Background: an optimization exercise with open tools, aiming at small area and a short achievable clock period. Do not read the settings as production practice.
Only simulation tests tie the RTL to the original design; equivalence was not proved.
The flow treats the clock pin as an ideal source, which a real chip does not have.
Power is estimated from default activity; no workload was simulated.

// frame_link_responder
module frame_link_responder (
    input  wire        clk,
    input  wire        rst,           
    input  wire        byte_valid,
    input  wire [7:0]  rx_byte,
    output wire [7:0]  tx_byte,
    output wire        s_sync,
    input  wire        tbl_we,
    input  wire [3:0]  tbl_idx,
    input  wire        tbl_en,
    input  wire [15:0] tbl_id,
    input  wire [31:0] tbl_val,
    output reg         pull_query,
    output reg  [3:0]  pull_idx,
    output reg         frame_valid,
    output wire        frame_pull,
    output wire [15:0] frame_id,
    output wire [31:0] frame_value,
    input  wire        wd_inc,
    input  wire        wd_expire,
    input  wire [15:0] wd_threshold,
    output reg         wd_safety,
    output reg         wd_tripped
);
For scale: about 2300 cells after synthesis, ~910 flip-flops, roughly 150 I/O pins, roughly 36000 µm² of cells after synthesis.
export LEC_CHECK = 0
export CAP_MARGIN = 20
export CORE_MARGIN = 2
export CORE_UTILIZATION = 40
export SETUP_SLACK_MARGIN = 3.0
export SLEW_MARGIN = 20
export TNS_END_PERCENT = 50
create_clock -name core_clock -period 5.5 [get_ports {clk}]
standard.sh (not shown) runs the stock make flow with config.mk's settings and CLKGATE_MAP_FILE= SYNTH_SCRIPT=/design/flow/synth_recipe.tcl, a recipe that flattens the netlist after the stock synthesis.
==> flow/flow/run.sh <==
#!/bin/bash
set -euo pipefail
bash standard.sh finish \
  BUFFER_PORTS_ARGS="-buffer_cell sky130_fd_sc_hd__buf_2" \
  CTS_ARGS="-sink_clustering_enable -repair_clock_nets -dont_use_dummy_load -sink_clustering_size 25 -sink_clustering_max_diameter 80" \
  > standard_flow.log 2>&1
The first run ran to the end with no violations.
==> next run, changes <==
==> flow/flow/run.sh (replaced) <==
#!/bin/bash
set -euo pipefail
bash standard.sh finish \
  BUFFER_PORTS_ARGS="-buffer_cell sky130_fd_sc_hd__buf_2" \
  CTS_ARGS="-sink_clustering_enable -repair_clock_nets -dont_use_dummy_load" \
  SKIP_CTS_REPAIR_TIMING=1 \
  POST_CTS_TCL="$PWD/flow/post_cts.tcl" \
  > standard_flow.log 2>&1
==> flow/flow/post_cts.tcl (new file) <==
# Timing repair after clock tree synthesis, in place of the standard one
# (SKIP_CTS_REPAIR_TIMING=1): rebuffer slow nets to a tighter slew target
# first, then repair setup and hold, then legalize.
estimate_parasitics -placement
repair_design -slew_margin 60 -cap_margin 20 -match_cell_footprint -verbose
repair_timing -setup_margin $::env(SETUP_SLACK_MARGIN) -hold_margin 0 \
  -repair_tns $::env(TNS_END_PERCENT) -match_cell_footprint -verbose
detailed_placement
check_placement -verbose
Settings changed: SETUP_SLACK_MARGIN 3.0 to 3.3, TNS_END_PERCENT 50 to 10.
What happened: Non-clock buffer count went up by 2. Cell count increases by 1.2%. Combinational power is higher by 4.8%. Synthesized cell count stays the same. Core utilization increases by 1.6 points. First-iteration DRC count stays flat. Design area rises by 3.5%.
==> next run, changes <==
==> flow/flow/run.sh (replaced) <==
#!/bin/bash
set -euo pipefail
bash standard.sh finish \
  BUFFER_PORTS_ARGS="-buffer_cell sky130_fd_sc_hd__buf_2" \
  CTS_ARGS="-sink_clustering_enable -repair_clock_nets -dont_use_dummy_load" \
  > standard_flow.log 2>&1
Settings changed: SETUP_SLACK_MARGIN 3.3 to 3.0.
removed: flow/flow/post_cts.tcl
Result: Worst setup slack gains 0.052 ns. Cell count decreases by 1.1%. Utilization is lower by 1.1 points. Fmax went up by 1.9%. Via count decreases by 0.77%. Die area is unchanged. First-iteration DRC count grows by 3.7%. Wire length rose by 0.41%. Critical path depth drops by 5.
==> next run, changes <==
==> flow/flow/run.sh (replaced) <==
#!/bin/bash
set -euo pipefail
bash standard.sh finish \
  BUFFER_PORTS_ARGS="-buffer_cell sky130_fd_sc_hd__buf_2" \
  PRE_RESIZE_TCL="$PWD/flow/pre_resize.tcl" \
  > standard_flow.log 2>&1
==> flow/flow/pre_resize.tcl (new file) <==
# Have repair_design build buffer trees for high-fanout nets (the table
# write enables and the shared lookup nets) before timing repair.
set_max_fanout 12 [current_design]
After rerunning: Combinational power rises by about a fifth. Register-to-register slack is worse by 0.03 ns. Non-clock buffer count rises by 209. Final area rises by a few percent.
==> next run, changes <==
==> flow/flow/run.sh (replaced) <==
#!/bin/bash
set -euo pipefail
bash standard.sh finish \
  BUFFER_PORTS_ARGS="-buffer_cell sky130_fd_sc_hd__buf_2" \
  CTS_ARGS="-sink_clustering_enable -repair_clock_nets -dont_use_dummy_load -sink_clustering_size 25 -sink_clustering_max_diameter 80" \
  > standard_flow.log 2>&1
Settings changed: SETUP_SLACK_MARGIN 3.0 to 3.2.
removed: flow/flow/pre_resize.tcl
After rerunning: The new run finished with timing, DRC and antenna clean. Cell count falls by 8.7%. Synthesized cell count stays the same. Final area shrinks by 8.7%. Power came out lower by 18%. Sequential power is about the same. Clock-buffer cell count falls by 71. Via count decreases by 9.2%. Wire length is lower by 13%.

* * *

## run A
frame_link_responder again, from the RTL that the note above started with.
clock: 5.5 ns
lec_check: 0
cap_margin: 20
core_margin: 2
core_utilization: 40
setup_slack_margin: 3.0
slew_margin: 20
tns_end_percent: 30
==> flow/flow/run.sh <==
#!/bin/bash
set -euo pipefail
bash standard.sh finish \
  BUFFER_PORTS_ARGS="-buffer_cell sky130_fd_sc_hd__buf_2" \
  CTS_ARGS="-sink_clustering_enable -repair_clock_nets -dont_use_dummy_load -sink_clustering_size 25 -sink_clustering_max_diameter 80" \
  > standard_flow.log 2>&1
### run A -> run B
Settings: CORE_UTILIZATION: 40 -> 65; TNS_END_PERCENT: 30 -> 10.
==> flow/flow/run.sh <==
#!/bin/bash
set -euo pipefail
bash standard.sh finish \
  BUFFER_PORTS_ARGS="-buffer_cell sky130_fd_sc_hd__buf_2" \
  > standard_flow.log 2>&1
==> summary.txt <==
- From run A to run B the numbers moved as follows: number of cells traversed by the worst hold path saw an increase; critical path depth went down by 9; register cell area after layout essentially unchanged; combinational power share decreased by 0.5 points relative to the old numbers; final core utilization rose 31 points.
- The worst setup path endpoint comes out frame_id[4] in one run and ent[14].t_s in the other, namely in run B and run A respectively.
- In run B, the final instance area came out 1300 um^2 above the value in run A.
- Final total power deteriorates in run B relative to run A.
- Latest clock arrival within the worst-skew pair: run A vs run B — no meaningful difference
- Measured against run B, the clock buffer count from CTS of run A comes out at 0.51 times the reference value.
Changes in run C relative to run B:
Settings: CORE_UTILIZATION now 40, was 65.
--- a/flow/flow/run.sh
+++ b/flow/flow/run.sh
@@ -4,0 +5 @@
+  CTS_ARGS="-sink_clustering_enable -repair_clock_nets -dont_use_dummy_load -sink_clustering_size 25 -sink_clustering_max_diameter 80" \
Notes after the runs:
- Run C completed; timing, DRC and antenna clean
- Total placed instance area in run C vs run B: up 570 um^2
- Run C gives less top achievable clock speed than run B did.
- In run C relative to run B, detailed-route wire length per cell had gone down by a few percent.
- Re number of stages on the worst hold path: run B was higher than run C.
- Going from run B to run C, the setup slack was found to have gone down by 0.012 ns.
- Wire length on met3: run C vs run B down 1500 um
- Power in the clock group of run C falls short of that of run B by more than a quarter.
Input changes introduced in run D (baseline for comparison: run C):
==> flow/flow/run.sh <==
#!/bin/bash
set -euo pipefail
bash standard.sh finish \
  BUFFER_PORTS_ARGS="-buffer_cell sky130_fd_sc_hd__buf_2" \
  > standard_flow.log 2>&1
## What came out
- The flow did not stop early for run D: all stages ran, and the layout cleared the timing, DRC and antenna checks.
- Relative to run C, met3 wire length has increased by 5.2% in run D.
- Against run C, run D comes in 1 lower on total stage count of the critical path.
- Setup slack: run D more than run C
- Fraction of the cycle the final worst path needs (lower): run D

* * *

frame_link_responder, a different RTL version from the one above (not shown whole).
For scale: ~150 I/O pins.
export LEC_CHECK = 0
export CAP_MARGIN = 20
export CORE_MARGIN = 2
export CORE_UTILIZATION = 40
export SETUP_SLACK_MARGIN = 3.0
export SLEW_MARGIN = 20
export TNS_END_PERCENT = 10
create_clock -name core_clock -period 5.5 [get_ports {clk}]
==> flow/flow/run.sh <==
#!/bin/bash
set -euo pipefail
bash standard.sh finish \
  BUFFER_PORTS_ARGS="-buffer_cell sky130_fd_sc_hd__buf_2" \
  CTS_ARGS="-sink_clustering_enable -repair_clock_nets -dont_use_dummy_load -sink_clustering_size 25 -sink_clustering_max_diameter 100" \
  > standard_flow.log 2>&1
The first run ran to the end with no violations.
Then changed:
==> flow/flow/run.sh (replaced) <==
#!/bin/bash
set -euo pipefail
bash standard.sh finish \
  BUFFER_PORTS_ARGS="-buffer_cell sky130_fd_sc_hd__buf_2" \
  CTS_ARGS="-sink_clustering_enable -repair_clock_nets -dont_use_dummy_load" \
  > standard_flow.log 2>&1
Clock-buffer cell count is higher by 49. Cell area goes up by 2.1%. Power rises by 15%.
Then changed:
==> flow/flow/run.sh (replaced) <==
#!/bin/bash
set -euo pipefail
bash standard.sh finish \
  BUFFER_PORTS_ARGS="-buffer_cell sky130_fd_sc_hd__buf_2" \
  CTS_ARGS="-sink_clustering_enable -repair_clock_nets -dont_use_dummy_load" \
  SKIP_CTS_REPAIR_TIMING=1 \
  POST_CTS_TCL="$PWD/flow/post_cts.tcl" \
  > standard_flow.log 2>&1
==> flow/flow/post_cts.tcl (new file) <==
# Timing repair after clock tree synthesis, in place of the standard one
# (SKIP_CTS_REPAIR_TIMING=1): rebuffer slow nets to a tighter slew target
# first, then repair setup and hold, then legalize.
estimate_parasitics -placement
repair_design -slew_margin 70 -cap_margin 20 -match_cell_footprint -verbose
repair_timing -setup_margin $::env(SETUP_SLACK_MARGIN) -hold_margin 0 \
  -repair_tns $::env(TNS_END_PERCENT) -match_cell_footprint -verbose
detailed_placement
check_placement -verbose
What happened: Synthesized area is unchanged; sequential cell count is unchanged; total power is about the same.
Then changed:
==> flow/flow/run.sh (replaced) <==
#!/bin/bash
set -euo pipefail
bash standard.sh finish \
  BUFFER_PORTS_ARGS="-buffer_cell sky130_fd_sc_hd__buf_2" \
  CTS_ARGS="-sink_clustering_enable -repair_clock_nets -dont_use_dummy_load -sink_clustering_size 25 -sink_clustering_max_diameter 100" \
  > standard_flow.log 2>&1
TNS_END_PERCENT = 30   (was 10)
removed: flow/flow/post_cts.tcl
The changed run finished clean. Final area shrinks by a few percent. Die area is unchanged. Global-route usage grows by 0.40 points. Synthesized cell count does not change. Worst setup slack gets worse by 32 ps. Clock power shrinks by a quarter to a third. Routed wire length grows by a few percent. Sequential share of layout area grows by 2.4 points.
Then changed:
==> flow/flow/run.sh (replaced) <==
#!/bin/bash
set -euo pipefail
bash standard.sh finish \
  BUFFER_PORTS_ARGS="-buffer_cell sky130_fd_sc_hd__buf_2" \
  CTS_ARGS="-sink_clustering_enable -repair_clock_nets -dont_use_dummy_load -sink_clustering_size 25 -sink_clustering_max_diameter 80" \
  > standard_flow.log 2>&1
SETUP_SLACK_MARGIN = 2.8   (was 3.0)
TNS_END_PERCENT = 10   (was 30)
The new run completed without violations.
Global-route usage went down by 0.52 points.
Via count fell by about 1%.
Power barely changes.
Sequential share of layout area is higher by 1.4 points.
Clock power stays flat.
First-iteration DRC count falls by 1.7%.
Register-to-register slack stays flat.
Critical path depth came out lower by 5.
Setup slack degrades by 60 ps.
Then changed:
SETUP_SLACK_MARGIN = 3.0   (was 2.8)
What happened: Design area rises by 2.9%; power rises by 0.37%; critical path depth stays the same; utilization rises by 1.3 points; clock-buffer cell count is unchanged; register-to-register slack is better by 40 ps; clock skew rises by 15 ps; die area is unchanged; routed wire length rises by 1.5%; global-route usage rises by 0.11 points; via count rises by 1.1%.

* * *

harbor:
Another version of the RTL of frame_link_responder (not shown whole).
Size: ~2,500 cells after synthesis, roughly 870 flip-flops, ~150 I/O pins, ~37,000 um^2 of cells after synthesis.
Settings: LEC_CHECK=0, CAP_MARGIN=20, CORE_MARGIN=2, CORE_UTILIZATION=40, SLEW_MARGIN=20; clock period 5.5 ns.
run.sh (not shown) runs the stock make flow with config.mk's settings and CLKGATE_MAP_FILE= SYNTH_SCRIPT=/design/flow/synth_recipe.tcl, a recipe that flattens the netlist after the stock synthesis.
Stock flow here: none of the scripts above is used.
#### Input delta (tundra over harbor)
-- flow/config.mk --
<<< harbor, line 9
export CORE_MARGIN = 2
export CORE_UTILIZATION = 40
export SLEW_MARGIN = 20
>>> tundra, line 9
export CORE_MARGIN = 2
export CORE_UTILIZATION = 40
export SETUP_SLACK_MARGIN = 3.0
export SLEW_MARGIN = 20
Slew of the pin with the lowest slew margin for tundra: 0.047 ns down relative to harbor
Design area: tundra higher than harbor
Between tundra and harbor, the required time of the critical path is lower for harbor.
First-iteration DRC count | tundra above harbor
Delta (tundra minus harbor): worst setup slack now sits higher; total wirelength of the detailed-routed design now sits higher; multi-input logic area now sits higher; vias after detailed routing now sits higher; cell total after placement now sits at about the same level.
Row combinational fraction of design power: tundra higher / harbor lower

* * *

frame_link_responder with an RTL version that a note above also has.
Size in the first run: ~2,300 cells after synthesis, ~910 flip-flops, roughly 36,000 um2 of cells after synthesis.
clock: 5.5 ns
lec_check: 0
cap_margin: 20
core_margin: 2
core_utilization: 40
setup_slack_margin: 3.0
slew_margin: 20
tns_end_percent: 10
standard.sh (not shown) runs the stock make flow with config.mk's settings and CLKGATE_MAP_FILE= SYNTH_SCRIPT=/design/flow/synth_recipe.tcl, a recipe that flattens the netlist after the stock synthesis.
==> flow/flow/run.sh <==
#!/bin/bash
set -euo pipefail
bash standard.sh finish \
  BUFFER_PORTS_ARGS="-buffer_cell sky130_fd_sc_hd__buf_2" \
  CTS_ARGS="-sink_clustering_enable -repair_clock_nets -dont_use_dummy_load" \
  SKIP_CTS_REPAIR_TIMING=1 \
  POST_CTS_TCL="$PWD/flow/post_cts.tcl" \
  > standard_flow.log 2>&1
==> flow/flow/post_cts.tcl <==
# Timing repair after clock tree synthesis, in place of the standard one
# (SKIP_CTS_REPAIR_TIMING=1): rebuffer slow nets to a tighter slew target
# first, then repair setup and hold, then legalize.
estimate_parasitics -placement
repair_design -slew_margin 70 -cap_margin 20 -match_cell_footprint -verbose
repair_timing -setup_margin $::env(SETUP_SLACK_MARGIN) -hold_margin 0 \
  -repair_tns $::env(TNS_END_PERCENT) -match_cell_footprint -verbose
detailed_placement
check_placement -verbose
Edit:
==> flow/flow/run.sh (replaced) <==
#!/bin/bash
set -euo pipefail
bash standard.sh finish \
  BUFFER_PORTS_ARGS="-buffer_cell sky130_fd_sc_hd__buf_2" \
  CTS_ARGS="-sink_clustering_enable -repair_clock_nets -dont_use_dummy_load -buf_list sky130_fd_sc_hd__clkbuf_8" \
  > standard_flow.log 2>&1
removed: flow/flow/post_cts.tcl
Result:
- The changed run ran to the end with no violations
- non-clock buffer count goes down by 17
- design area goes down by 1.6%
- die area is unchanged
- synthesized area is unchanged
Edit:
==> flow/flow/run.sh (replaced) <==
#!/bin/bash
set -euo pipefail
bash standard.sh finish \
  BUFFER_PORTS_ARGS="-buffer_cell sky130_fd_sc_hd__buf_2" \
  CTS_ARGS="-sink_clustering_enable -repair_clock_nets -dont_use_dummy_load" \
  > standard_flow.log 2>&1
--- a/flow/config.mk
+++ b/flow/config.mk
@@ -11,3 +11,3 @@
 export SETUP_SLACK_MARGIN = 3.0
-export SLEW_MARGIN = 20
+export SLEW_MARGIN = 75
 export TNS_END_PERCENT = 10
The changed run passed the timing, DRC and antenna checks; routed wire length came out lower slightly; area after synthesis is unchanged; setup slack is worse by 36 ps; clock-buffer cell count goes down by 53.
Edit:
==> flow/flow/run.sh (replaced) <==
#!/bin/bash
set -euo pipefail
bash standard.sh finish \
  BUFFER_PORTS_ARGS="-buffer_cell sky130_fd_sc_hd__buf_2" \
  CTS_ARGS="-sink_clustering_enable -repair_clock_nets -dont_use_dummy_load -sink_clustering_size 25 -sink_clustering_max_diameter 80" \
  > standard_flow.log 2>&1
--- a/flow/config.mk
+++ b/flow/config.mk
@@ -10,4 +10,4 @@
 export CORE_UTILIZATION = 40
-export SETUP_SLACK_MARGIN = 3.0
-export SLEW_MARGIN = 75
+export SETUP_SLACK_MARGIN = 2.8
+export SLEW_MARGIN = 20
 export TNS_END_PERCENT = 10
Cell area goes down by about 6%.
Hold slack is better by 6.5 ps.
Die area is unchanged.
Critical path depth came out lower by 4.
Worst setup slack gets worse by 21 ps.
Wire length decreases by 0.81%.
Clock-buffer cell count shrinks by 50.
Synthesized cell count does not change.
Area after synthesis stays the same.
Sequential cell count is unchanged.
Non-clock buffer count went down by 64.
Edit:
==> flow/flow/run.sh (replaced) <==
#!/bin/bash
set -euo pipefail
bash standard.sh finish \
  BUFFER_PORTS_ARGS="-buffer_cell sky130_fd_sc_hd__buf_2" \
  CTS_ARGS="-sink_clustering_enable -repair_clock_nets -dont_use_dummy_load -sink_clustering_size 22 -sink_clustering_max_diameter 70" \
  > standard_flow.log 2>&1
--- a/flow/config.mk
+++ b/flow/config.mk
@@ -10,3 +10,3 @@
 export CORE_UTILIZATION = 40
-export SETUP_SLACK_MARGIN = 2.8
+export SETUP_SLACK_MARGIN = 3.0
 export SLEW_MARGIN = 20
=>
- The changed run ran to the end with no violations
- global-route usage went up by 0.14 points
- non-clock buffer count went up by 12
- wire length barely changes
- design area went up by 0.79%
- power went up by about 1.6%
- clock power went up by about 5%
- register-to-register slack is better by 40 ps
- clock skew went down by 39 ps
- setup slack is worse by 19 ps

==> what the ideal ports hide <==
The results above use ideal ports. As a check the final layouts listed here were re-extracted and re-timed, cells and wires unchanged. Step 1: set_driving_cell puts a clkbuf_16 on clk and a buf_2 on each other input, an assumption about the parent block. Step 2 moves the port delays by t, midway between the first and last clock arrival at a register: inputs arrive t later, outputs are due t later. That takes back most of the time a late clock gives input paths. a / b / c = ideal ports / drivers / drivers and shift; a / b = the first two.
run | t (ns) | slack for setup (ns) | hold slack, ns | worst setup path after step 2 | latest minus earliest clock arrival (ns)
the first run of note 1 | 0.673 | 2.652 / 2.646 / 1.973 | 0.458 / 0.458 / 0.458 | input to register | 0.107 / 0.107
the second run of note 1 | 0.684 | 2.760 / 2.712 / 2.028 | 0.455 / 0.455 / 0.455 | input to register | 0.085 / 0.085
the third run of note 1 | 0.699 | 2.812 / 2.806 / 2.107 | 0.453 / 0.453 / 0.453 | input to register | 0.065 / 0.064
the fourth run of note 1 | 0.715 | 2.795 / 2.729 / 2.014 | 0.451 / 0.451 / 0.451 | input to register | 0.032 / 0.032
the fifth run of note 1 | 0.658 | 2.674 / 2.636 / 1.977 | 0.460 / 0.460 / 0.460 | input to register | 0.063 / 0.063
run A | 0.651 | 2.802 / 2.767 / 2.115 | 0.456 / 0.456 / 0.456 | input to register | 0.099 / 0.099
run B | 0.700 | 2.790 / 2.729 / 2.128 | 0.455 / 0.455 / 0.455 | input to register | 0.022 / 0.022
run C | 0.663 | 2.779 / 2.749 / 2.085 | 0.458 / 0.458 / 0.458 | input to register | 0.069 / 0.069
run D | 0.721 | 2.789 / 2.807 / 2.096 | 0.452 / 0.452 / 0.452 | input to register | 0.028 / 0.028
the first run of note 3 | 0.655 | 2.797 / 2.741 / 2.086 | 0.463 / 0.463 / 0.463 | input to register | 0.052 / 0.052
the second run of note 3 | 0.684 | 2.750 / 2.725 / 2.041 | 0.452 / 0.452 / 0.452 | input to register | 0.063 / 0.063
the third run of note 3 | 0.685 | 2.780 / 2.706 / 2.020 | 0.454 / 0.454 / 0.454 | input to register | 0.057 / 0.057
the fourth run of note 3 | 0.676 | 2.749 / 2.737 / 2.061 | 0.462 / 0.462 / 0.462 | input to register | 0.074 / 0.074
the fifth run of note 3 | 0.647 | 2.689 / 2.685 / 2.037 | 0.463 / 0.463 / 0.463 | input to register | 0.088 / 0.089
the sixth run of note 3 | 0.661 | 2.792 / 2.769 / 2.107 | 0.462 / 0.462 / 0.462 | input to register | 0.103 / 0.103
harbor | 0.723 | 0.513 / 0.513 / 0.513 | 0.450 / 0.450 / 0.450 | register to register | 0.036 / 0.036
tundra | 0.734 | 1.731 / 1.731 / 1.731 | 0.483 / 0.483 / 0.483 | register to register | 0.033 / 0.033
the first run of note 5 | 0.696 | 2.817 / 2.798 / 2.102 | 0.451 / 0.451 / 0.451 | input to register | 0.063 / 0.063
the second run of note 5 | 0.862 | 2.777 / 2.716 / 1.983 | 0.452 / 0.452 / 0.452 | input to register | 0.078 / 0.078
the third run of note 5 | 0.688 | 2.742 / 2.718 / 2.030 | 0.451 / 0.451 / 0.451 | input to register | 0.075 / 0.076
the fourth run of note 5 | 0.651 | 2.721 / 2.721 / 2.099 | 0.457 / 0.457 / 0.457 | input to register | 0.093 / 0.093
the fifth run of note 5 | 0.679 | 2.702 / 2.715 / 2.035 | 0.455 / 0.455 / 0.455 | input to register | 0.053 / 0.053
After both steps every run listed still meets setup and hold. The setup slack of the second run of note 5, which loses most, moves by -0.061 ns with the drivers and by -0.794 ns with both steps.
